This is an optimization exercise on Yosys and OpenROAD, whose aim is small area, a short achievable clock period and few clock cycles, not a production implementation. Function was checked by simulation only, so behaviour that the tests miss may differ from the original.

v6:
Design phase_accumulator_oscillator, start of the top module:
module phase_accumulator_oscillator #(
    parameter integer MAX_GRAINS = 4,
    parameter integer G          = 2,
    parameter integer L          = 16
) (
    input  wire                clk,
    input  wire                rst,
    input  wire                cmd_valid,
    output wire                cmd_ready,
    input  wire [47:0]         cmd,
    output wire                rsp_valid,
    output reg  [2:0]          rsp_status,
    output reg  [31:0]         rsp_data,
    output wire                tick_valid,
    output reg  [15:0]         sample_out,
    output reg  [15+$clog2(MAX_GRAINS*G):0] mix_out,
    output reg  [15:0]         fold_out,
    output reg                 trigger_out,
    output reg  [$clog2(MAX_GRAINS*G+1)-1:0] active_out
);
export LEC_CHECK = 0
export CAP_MARGIN = 20
export CORE_MARGIN = 2
export CORE_UTILIZATION = 40
export PLACE_DENSITY = 0.6
export SLEW_MARGIN = 20
create_clock -name core_clock -period 13.0 [get_ports {clk}]
run.sh (not shown) runs the stock make flow with config.mk's settings and CLKGATE_MAP_FILE= SYNTH_SCRIPT=/design/flow/synth_recipe.tcl, a recipe that flattens the netlist after the stock synthesis.
Testbench counts of v6, summed over its fixed seeds: cycles 22,175.
Input-level comparison between v7 and v6:
--- a/flow/design.v
+++ b/flow/design.v
@@ -86,14 +86,15 @@
     reg                 b_v    [0:NL-1];
     reg  [7:0]          b_ca   [0:NL-1];
     reg  [14:0]         b_wn   [0:NL-1];     
     reg  [31:0]         dv_rem;
     reg  [31:0]         dv_sh;               
     reg  [5:0]          dv_cnt;              
     reg  [FW-1:0]       fd_rem;
+    reg  [FW-1:0]       fd_sh;
     reg  [4:0]          fd_cnt;
     reg                 fd_done;
     assign tick_valid = rsp_valid & rsp_is_tick;
     wire [7:0]  c_op   = cmd[47:40];
     wire [7:0]  c_addr = cmd[39:32];
     wire [31:0] c_data = cmd[31:0];
     wire        accept = cmd_valid && cmd_ready;
@@ -386,19 +387,18 @@
     wire [FW:0]          fw_u = fd_done ? fw_s : fw_f;
     wire [FW:0]          fw   = fneg ? ~fw_u : fw_u;
     wire                 fwn  = fw[FW];
     wire [FW:0]          fres = fwn ? (h1 + fw) : (h1 - fw);
     wire [FW:0]          fm1  = h4;
     wire                 fold_ok = f_fast || fd_done;
     always @(*) fold_out = fres[15:0];
-    always @(*) sample_out = rsp_data[15:0];
     wire [FW-1:0] mix_full = fv_acc - {{(FW-16){1'b0}}, hi};
     always @(*) mix_out = mix_full[MIXW-1:0];
     assign rsp_valid  = (state == S_RESP) || ((state == S_FOLD) && fold_ok);
-    wire [FW:0]          fd_t  = {fd_rem, fmag[fd_cnt - 5'd1]};   
+    wire [FW:0]          fd_t  = {fd_rem, fd_sh[FW-1]};
     wire [FW+1:0]        fd_df = {1'b0, fd_t} - {1'b0, fm1};
     wire [FW-1:0]        fd_rn = fd_df[FW+1] ? fd_t[FW-1:0] : fd_df[FW-1:0];
     wire signed [FW+1:0] d_hf  = $signed({{(FW-15){1'b0}}, hi}) + $signed(fb_shr);
     wire signed [FW+1:0] d_sum = fwn ? (d_hf + $signed({fw[FW], fw})) : (d_hf - $signed({fw[FW], fw}));
     wire [15:0]        d_wr     = (d_sum > 22'sd32767)  ? 16'h7FFF :
                                   (d_sum < -22'sd32768) ? 16'h8000 : d_sum[15:0];
     integer i, l, k;
@@ -580,14 +580,15 @@
                         OP_NOP: respond(32'd0);
                         OP_TICK: begin
                             if (!run) reject(ST_ESTATE);
                             else begin
                                 lfsr        <= lfsr_n;
                                 trigger_out <= fire;
                                 active_out  <= act_count + {{(CNTW-1){1'b0}}, fire & free_found};
+                                sample_out  <= dbuf_out;
                                 rsp_status  <= ST_OK;
                                 rsp_data    <= {{16{dbuf_out[15]}}, dbuf_out};
                                 rsp_is_tick <= 1'b1;
                                 lfo         <= lfo_sum;
                                 fb_shr      <= l_prodb[1][31:15];
                                 al_en       <= fire & free_found;
                                 al_idx      <= free_idx;
@@ -703,20 +704,22 @@
                 if (fold_ok) begin
                     fd_done <= 1'b0;
                     cursor  <= (cursor == L - 1) ? {LW{1'b0}} : cursor + 1'b1;
                     if (!dfill[LW]) dfill <= dfill + 1'b1;
                     state   <= S_IDLE;
                 end else begin
                     fd_rem <= {FW{1'b0}};
+                    fd_sh  <= fmag;
                     fd_cnt <= FW[4:0];
                     state  <= S_FDIV;
                 end
             end
             S_FDIV: begin
                 fd_rem <= fd_rn;
+                fd_sh  <= {fd_sh[FW-2:0], 1'b0};
                 fd_cnt <= fd_cnt - 5'd1;
                 if (fd_cnt == 5'd1) begin
                     fd_done <= 1'b1;
                     state   <= S_FOLD;
                 end
             end
             S_RESP: begin
Findings:
- Number of inserted filler cells in the final layout is lower on v6
- Depth of the most critical reg-to-reg path: lower on v6
- v7 vs. v6: via count increased by about 0.8% relative to the old numbers; number of global-route vias before repair rose 2293; peak fanout along the critical path went up by 19; number of clock buffers in the layout +6.6%; global-route usage went up.
- Changes observed in v7 relative to v6: clock skew now sits lower; number of distinct library cells after synthesis now sits lower.
Testbench counts of v7, summed over its fixed seeds: cycles 22,175.

-- re-timing with driven ports --
How much do the figures lean on ideal ports? The routed layouts below were timed once more, with nothing changed but the port constraints. Step 1 (the two cells are an assumption about what drives the block):
set clk [get_ports {clk}]
set_driving_cell -lib_cell sky130_fd_sc_hd__clkbuf_16 $clk
set_driving_cell -lib_cell sky130_fd_sc_hd__buf_2 [delete_from_list [all_inputs] $clk]
Step 2 adds t to the input delays and takes it off the output delays; t is the mean of the earliest and latest rising clock arrival at the registers after step 1. Input paths then give back, and output paths get back, about the clock's delay inside the block. a / b / c = no drivers / after step 1 / after step 2; a / b = the first two.
run	t (ns)	setup WS [ns]	slew at the worst register clock pin (ns)
v6	1.079	0.640 / 0.520 / 0.902	0.08 / 0.08
v7	1.117	0.783 / 0.645 / 0.228	0.08 / 0.08
After both steps every run listed still meets setup and hold. The setup slack of v7, which loses most, moves by -0.138 ns with the drivers and by -0.555 ns with both steps.
